Source: an optimization exercise on an open RTL-to-GDS flow (aim: small area, a short achievable clock period and few clock cycles per item). Production flows keep margins and buffers that such runs may drop. No activity file was given, so power comes from the tool's default toggle rates.

before:
==> flow/design.v <==
`timescale 1ns/1ps
module nova16_alu (
    input  wire        clk,
    input  wire        rst,         
    input  wire        in_valid,
    output wire        in_ready,
    input  wire [7:0]  op,          
    input  wire        w16,         
    input  wire [15:0] a,           
    input  wire [15:0] b,           
    input  wire [11:0] flags_in,
    output reg         out_valid,
    output reg  [15:0] result,
    output reg         wr,          
    output reg         div_fault,   
    output reg  [11:0] flags_out
);
    localparam FS = 1, FV = 2, FC = 6, FZ = 7, FP = 8;
    function automatic [16:0] smear(input [16:0] x);
        reg [16:0] t;
        begin
            t = x | (x >> 1);
            t = t | (t >> 2);
            t = t | (t >> 4);
            t = t | (t >> 8);
            smear = t | (t >> 16);
        end
    endfunction
    function automatic [4:0] topbit(input [16:0] t);
        reg [16:0] h;
        begin
            h = t & ~(t >> 1);
            topbit = {h[16], |(h[15:0] & 16'hFF00), |(h[15:0] & 16'hF0F0),
                      |(h[15:0] & 16'hCCCC), |(h[15:0] & 16'hAAAA)};
        end
    endfunction
    function automatic [16:0] ksadd(input [16:0] x, input [16:0] y, input ci);
        reg [16:0] g, p, gg, pp, g2, p2;
        integer i, d;
        begin
            g = x & y;
            p = x ^ y;
            gg = g;
            pp = p;
            gg[0] = g[0] | (p[0] & ci);
            for (d = 1; d < 17; d = d * 2) begin
                g2 = gg;
                p2 = pp;
                for (i = d; i < 17; i = i + 1) begin
                    g2[i] = gg[i] | (pp[i] & gg[i-d]);
                    p2[i] = pp[i] & pp[i-d];
                end
                gg = g2;
                pp = p2;
            end
            ksadd = p ^ {gg[15:0], ci};
        end
    endfunction
    reg        v1, w;
    reg        c_as, c_sub, c_one, c_lg, c_sh, c_bt, c_mul, c_div, c_lng;
    reg [1:0]  o;               
    reg [15:0] A, B;
    reg [11:0] F;
    wire [15:0] in_mask = w16 ? 16'hFFFF : 16'h00FF;
    wire        i_bt    = op[5];
    wire [3:0]  i_c     = op[3:0];
    reg        p2, it, finz, fin;   
    reg        cpre, nn;
    reg        sub, yb, y2;         
    reg        imul, idiv;          
    reg        xa, xb;              
    reg [3:0]  cnt;
    reg [15:0] R;                   
    reg  rdy;
    wire ready = !v1 || !c_lng || fin;
    assign in_ready = rdy;
    wire p1 = v1 && c_lng && !p2 && !it && !finz;
    wire [15:0] mW = w ? 16'hFFFF : 16'h00FF;
    wire sa = w ? A[15] : A[7];
    wire sb = w ? B[15] : B[7];
    wire [3:0] k = {w & B[3], B[2:0]};
    function automatic [2:0] booth(input [2:0] d);
        begin
            booth = {d[2] & ~(d[1] & d[0]), d[1] ^ d[0], (d == 3'b011) || (d == 3'b100)};
        end
    endfunction
    wire [16:0] vA = {A ^ ({16{xa}} & mW), 1'b1};
    wire [16:0] vB = {B ^ ({16{xb}} & mW), 1'b1};
    wire [16:0] tA = smear(vA);
    wire [16:0] tB = smear(vB);
    wire        lt = |(tB & ~tA);               
    wire [4:0]  hA = topbit(tA);
    wire [4:0]  hB = topbit(tB);
    wire [4:0]  hM = lt ? hA : hB;
    wire [4:0]  hd = hA - hB;
    wire [3:0]  cnt1 = c_mul ? {1'b0, hM[3:1]} : hd[3:0];
    wire        az   = (A == 16'd0);
    wire        bz   = (B == 16'd0);
    wire        zq   = c_mul ? (az | bz) : (lt | bz);
    wire [15:0] Xs   = lt ? B : A;
    wire [15:0] Ms   = lt ? A : B;
    wire [16:0] Msh  = {Ms, 1'b0};
    wire [2:0]  dig1 = Msh[{cnt1[2:0], 1'b0} +: 3];       
    wire [18:0] Mq   = {A, 3'b000};
    wire [2:0]  dign = Mq[{cnt[2:0], 1'b0} +: 3];         
    wire        rgt = (c_sh && o[0]) || c_bt;
    wire [3:0]  amt = p2 ? ~cnt : (rgt ? ~k : k);
    wire [15:0] rx  = (w || p2) ? A : {A[7:0], A[7:0]};
    wire [15:0] rin = (rgt && !p2) ? {rx[14:0], rx[15]} : rx;
    wire [31:0] rr  = {rin, rin} << amt;
    wire [15:0] rot = rr[31:16];
    wire [15:0] lm  = ~(16'hFFFF << amt);       
    wire [15:0] Y     = ({16{yb}} & B) | ({16{y2}} & {B[14:0], 1'b0}) | {15'd0, c_one};
    wire [16:0] op1   = idiv ? {R, A[15]} : (imul ? {1'b0, R[13:0], 2'b00} : {1'b0, A});
    wire [16:0] op2   = {17{sub}} ^ {1'b0, Y};
    wire [16:0] S     = ksadd(op1, op2, sub);
    wire [15:0] zx  = op1[15:0] ^ op2[15:0];
    wire [15:0] zo  = op1[15:0] | op2[15:0];
    wire [15:0] zv  = ~(zx ^ {zo[14:0], sub});
    wire        zS  = (&zv[7:0]) && (!w || (&zv[15:8]));
    wire        c16   = S[16] ^ sub;
    wire        fill  = (yb | y2) && (sub ? !B[15] : B[15]);
    wire [15:0] hsh   = {result[13:0], R[15:14]};
    wire [15:0] hinc  = hsh + 16'd1;
    wire [15:0] hdec  = hsh - 16'd1;
    wire        h_up  = c16 & !fill;
    wire        h_dn  = !c16 & fill;
    wire [15:0] Hn    = h_up ? hinc : (h_dn ? hdec : hsh);
    wire        hz0   = hsh == 16'h0000, hff = hsh == 16'hFFFF;
    wire        h01   = hsh == 16'h0001, hfe = hsh == 16'hFFFE;
    wire        Hn0   = h_up ? hff : (h_dn ? h01 : hz0);
    wire        Hn1   = h_up ? hfe : (h_dn ? hz0 : hff);
    wire        mhi0  = w ? Hn0 : (S[15:8] == 8'h00);
    wire        mul_c = cpre | (nn & !mhi0);
    wire        mul_v = w ? (S[15] ? !Hn1 : !Hn0) : (S[15:8] != {8{S[7]}});
    wire        take  = !S[16];
    wire [15:0] qn    = {A[14:0], take};
    wire [15:0] bm  = 16'd1 << k;
    wire        l_and = c_bt ? (o == 2'd2) : (o == 2'd0);
    wire        l_or  = (o == 2'd1);
    wire [15:0] Y2  = c_bt ? ((o == 2'd2) ? ~bm : bm) : ((o == 2'd3) ? 16'hFFFF : B);
    wire [15:0] L   = l_and ? (A & Y2) : (l_or ? (A | Y2) : (A ^ Y2));
    wire [15:0] shm = o[1] ? 16'hFFFF : (!o[0] ? (16'hFFFF << k) : (mW >> k));
    wire last_mul = fin && it && c_mul;
    wire last_div = fin && it && c_div;
    wire s_add    = c_as || last_mul;
    wire fault    = finz && c_div && (B == 16'd0);
    wire [15:0] rl = mW & (({16{c_sh}} & rot & shm) | ({16{c_lg | c_bt}} & L));
    wire [15:0] r  = rl | (mW & (({16{last_div}} & qn) | ({16{s_add}} & S[15:0])));
    wire sy     = w ? Y[15] : Y[7];
    wire ssum   = w ? S[15] : S[7];
    wire add_v  = c_sub ? ((sa != sy) && (ssum != sa)) : ((sa == sy) && (ssum != sa));
    wire add_c  = w ? S[16] : S[8];
    wire kz     = (k == 4'd0);
    wire sh_c   = !o[0] ? rot[0] : (w ? rot[15] : rot[7]);
    wire rz     = (rl == 16'd0);
    wire rs     = w ? rl[15] : rl[7];
    wire rp     = ~^rl[7:0];
    wire zsp_r  = c_lg || (c_sh && !kz);        
    wire keep_f = (c_sh && kz) || fault;        
    wire bt_z   = (o == 2'd0) ? !rot[0] : (o == 2'd1 ? 1'b0 : (o == 2'd2 ? 1'b1 : rot[0]));
    wire z_new = (zsp_r & rz) | (s_add & zS) | (last_div & (A[14:0] == 15'd0) & !take) |
                 (c_bt & bt_z) | (finz & !fault);
    wire s_new = (zsp_r & rs) | (s_add & ssum) | (last_div & (w ? A[14] : A[6]));
    wire p_new = (zsp_r & rp) | (s_add & ~^S[7:0]) | (last_div & ~^qn[7:0]) | (finz & !fault);
    wire c_new = (c_as & add_c) | (last_mul & mul_c) | (c_sh & sh_c);
    wire v_new = (c_as & add_v) | (last_mul & mul_v);
    wire set_zsp = !keep_f && !c_bt;
    wire set_cv  = !keep_f && !c_bt && !c_sh;
    reg [11:0] f;
    always @* begin
        f = F;
        if (!keep_f) f[FZ] = z_new;
        if (set_zsp) begin
            f[FS] = s_new;
            f[FP] = p_new;
        end
        if (set_zsp) f[FC] = c_new;
        if (set_cv)  f[FV] = v_new;
    end
    wire o_wr = !keep_f && !(c_as && o == 2'd3) && !(c_bt && o == 2'd0);
    wire done = v1 && (!c_lng || fin);
    wire fin_nx = p1 ? (zq || (c_mul && cnt1 == 4'd0)) :
                  p2 ? (cnt == 4'd0) : (cnt == 4'd1);
    wire i_lng  = !i_bt && (i_c == 4'h3 || i_c == 4'h4);
    always @(posedge clk) begin
        out_valid <= !rst && done;
        if (imul && !fin)          result <= Hn;
        else if (p1)               result <= 16'd0;
        else                       result <= r;
        wr        <= o_wr;
        div_fault <= fault;
        flags_out <= f;
        if (rst) begin
            v1   <= 1'b0;
            p2   <= 1'b0;
            it   <= 1'b0;
            finz <= 1'b0;
            fin  <= 1'b0;
        end else if (ready) begin
            v1   <= in_valid;
            p2   <= 1'b0;
            it   <= 1'b0;
            finz <= 1'b0;
            fin  <= 1'b0;
        end else if (p1) begin
            finz <= zq;
            p2   <= !zq && c_div;
            it   <= !zq && c_mul;
            fin  <= fin_nx;
        end else if (p2) begin
            p2   <= 1'b0;
            it   <= 1'b1;
            fin  <= fin_nx;
        end else if (it) begin
            fin  <= fin_nx;
        end
        rdy <= rst || (ready ? (!in_valid || !i_lng) : fin_nx);
        if (rst || ready) begin
            imul <= 1'b0;
            idiv <= 1'b0;
        end else if (p1) begin
            imul <= !zq && c_mul;
        end else if (p2) begin
            idiv <= 1'b1;
        end
        if (ready) begin
            w     <= w16;
            xa    <= !i_bt && i_c == 4'h3 && (w16 ? a[15] : a[7]);
            xb    <= !i_bt && i_c == 4'h3 && (w16 ? b[15] : b[7]);
            c_as  <= !i_bt && (i_c == 4'h1 || i_c == 4'h2 || i_c == 4'h5 || i_c == 4'h6 || i_c == 4'h7);
            c_sub <= !i_bt && (i_c == 4'h2 || i_c == 4'h6 || i_c == 4'h7);
            c_one <= !i_bt && (i_c == 4'h5 || i_c == 4'h6);
            sub   <= !i_bt && (i_c == 4'h2 || i_c == 4'h6 || i_c == 4'h7);
            yb    <= !(!i_bt && (i_c == 4'h5 || i_c == 4'h6));
            y2    <= 1'b0;
            c_lg  <= !i_bt && i_c[3:2] == 2'b10;
            c_sh  <= !i_bt && i_c[3:2] == 2'b11;
            c_bt  <= i_bt;
            c_mul <= !i_bt && i_c == 4'h3;
            c_div <= !i_bt && i_c == 4'h4;
            c_lng <= i_lng;
            o     <= op[1:0];
            A     <= a & in_mask;
            B     <= b & in_mask;
            F     <= flags_in;
        end else if (p1) begin
            cnt  <= cnt1;
            if (c_mul) begin
                A <= lt ? A : B;                        
                B <= w ? Xs : {{8{Xs[7]}}, Xs[7:0]};    
            end
            R    <= 16'd0;
            if (c_mul)
                {sub, yb, y2} <= booth(dig1);
            else
                {sub, yb, y2} <= 3'b110;
            cpre <= (sa && B[15:1] != 15'd0) || (sb && A[15:1] != 15'd0);
            nn   <= !sa && !sb;
        end else if (p2) begin
            A <= rot & ~lm;
            R <= rot & lm;
        end else if (it) begin
            cnt  <= cnt - 4'd1;
            if (c_mul) begin
                R    <= S[15:0];
                {sub, yb, y2} <= booth(dign);
            end else begin
                R <= take ? S[15:0] : {R[14:0], A[15]};
                A <= qn;
            end
        end
    end
endmodule
Settings: LEC_CHECK=0, CAP_MARGIN=20, CORE_MARGIN=2, CORE_UTILIZATION=40, SLEW_MARGIN=20; clock period 13.0 ns.
standard.sh (not shown) runs the stock make flow with config.mk's settings and CLKGATE_MAP_FILE= SYNTH_SCRIPT=/design/flow/synth_recipe.tcl, a recipe that flattens the netlist after the stock synthesis.
==> flow/flow/run.sh <==
#!/bin/bash
# The standard layout (the standard.sh: ORFS synthesis to finish, same
# settings and constraints), with repair_timing asked to leave extra setup
# slack so that it also works on paths that already meet the 13 ns clock.
set -euo pipefail
bash standard.sh SETUP_SLACK_MARGIN=8.5 finish > standard.log 2>&1
[inputs] after vs before
--- a/flow/design.v
+++ b/flow/design.v
@@ -70,8 +70,9 @@
     reg        imul, idiv;          
     reg        xa, xb;              
     reg [3:0]  cnt;
     reg [15:0] R;                   
+    reg        hz, hm;              
     reg  rdy;
     wire ready = !v1 || !c_lng || fin;
     assign in_ready = rdy;
     wire p1 = v1 && c_lng && !p2 && !it && !finz;
@@ -119,18 +120,18 @@
     wire [15:0] zv  = ~(zx ^ {zo[14:0], sub});
     wire        zS  = (&zv[7:0]) && (!w || (&zv[15:8]));
     wire        c16   = S[16] ^ sub;
     wire        fill  = (yb | y2) && (sub ? !B[15] : B[15]);
-    wire [15:0] hsh   = {result[13:0], R[15:14]};
-    wire [15:0] hinc  = hsh + 16'd1;
-    wire [15:0] hdec  = hsh - 16'd1;
-    wire        h_up  = c16 & !fill;
-    wire        h_dn  = !c16 & fill;
-    wire [15:0] Hn    = h_up ? hinc : (h_dn ? hdec : hsh);
-    wire        hz0   = hsh == 16'h0000, hff = hsh == 16'hFFFF;
-    wire        h01   = hsh == 16'h0001, hfe = hsh == 16'hFFFE;
-    wire        Hn0   = h_up ? hff : (h_dn ? h01 : hz0);
-    wire        Hn1   = h_up ? hfe : (h_dn ? hz0 : hff);
+    wire [1:0]  r2    = R[15:14];
+    wire        e_eq  = (c16 == fill);
+    wire        e_up  = c16 & !fill;
+    wire        e_dn  = !c16 & fill;
+    wire        e0    = (r2 == 2'd0 && e_eq) || (r2 == 2'd1 && e_dn);
+    wire        em1   = (r2 == 2'd0 && e_dn);
+    wire        e4    = (r2 == 2'd3 && e_up);
+    wire        e3    = (r2 == 2'd3 && e_eq) || (r2 == 2'd2 && e_up);
+    wire        Hn0   = (hz & e0) | (hm & e4);
+    wire        Hn1   = (hz & em1) | (hm & e3);
     wire        mhi0  = w ? Hn0 : (S[15:8] == 8'h00);
     wire        mul_c = cpre | (nn & !mhi0);
     wire        mul_v = w ? (S[15] ? !Hn1 : !Hn0) : (S[15:8] != {8{S[7]}});
     wire        take  = !S[16];
@@ -184,11 +185,9 @@
                   p2 ? (cnt == 4'd0) : (cnt == 4'd1);
     wire i_lng  = !i_bt && (i_c == 4'h3 || i_c == 4'h4);
     always @(posedge clk) begin
         out_valid <= !rst && done;
-        if (imul && !fin)          result <= Hn;
-        else if (p1)               result <= 16'd0;
-        else                       result <= r;
+        result    <= r;
         wr        <= o_wr;
         div_fault <= fault;
         flags_out <= f;
         if (rst) begin
@@ -250,8 +249,10 @@
                 A <= lt ? A : B;                        
                 B <= w ? Xs : {{8{Xs[7]}}, Xs[7:0]};    
             end
             R    <= 16'd0;
+            hz   <= 1'b1;
+            hm   <= 1'b0;
             if (c_mul)
                 {sub, yb, y2} <= booth(dig1);
             else
                 {sub, yb, y2} <= 3'b110;
@@ -263,8 +264,10 @@
         end else if (it) begin
             cnt  <= cnt - 4'd1;
             if (c_mul) begin
                 R    <= S[15:0];
+                hz   <= Hn0;
+                hm   <= Hn1;
                 {sub, yb, y2} <= booth(dign);
             end else begin
                 R <= take ? S[15:0] : {R[14:0], A[15]};
                 A <= qn;
Findings:
- after has completed all stages; timing, DRC and antenna checks passed.
- Power density over the cells was lower in the run labelled before.
- after: number of search-and-repair iterations in the first detailed-routing pass 2 below before
- Sort after and before by wire length of the first global-routing pass, ascending, and after comes first.
- Global routing usage on met1 was lower in the run labelled after.
- Required time of the critical path (after over before): increase, 0.03 ns
- In the tables for after and before, total of fill cells in the finished design reads higher with before.
- Non-clock buffer count (after vs. before) decreases by a few percent
No run of this note included a check of the RTL's function; only the layout flow was run.

==> afterwards: timing with drivers on the ports <==
No port has a modelled driver above. Below, the same layouts with a new extraction and two added sets of constraints.
Step 1: set_driving_cell puts a clkbuf_16 on clk and a buf_2 on each other input, an assumption about the parent block.
Step 2 moves the port delays by t, midway between the first and last clock arrival at a register: inputs arrive t later, outputs are due t later. That takes back most of the time a late clock gives input paths.
Slacks: ideal ports / drivers / drivers and shift; pairs: ideal ports / drivers.
run	t (ns)	slack for setup (ns)	hold WS [ns]
before	0.510	8.291 / 8.291 / 8.291	0.342 / 0.342 / 0.342
after	0.506	7.754 / 7.754 / 7.754	0.342 / 0.342 / 0.342
After both steps every run listed still meets setup and hold.
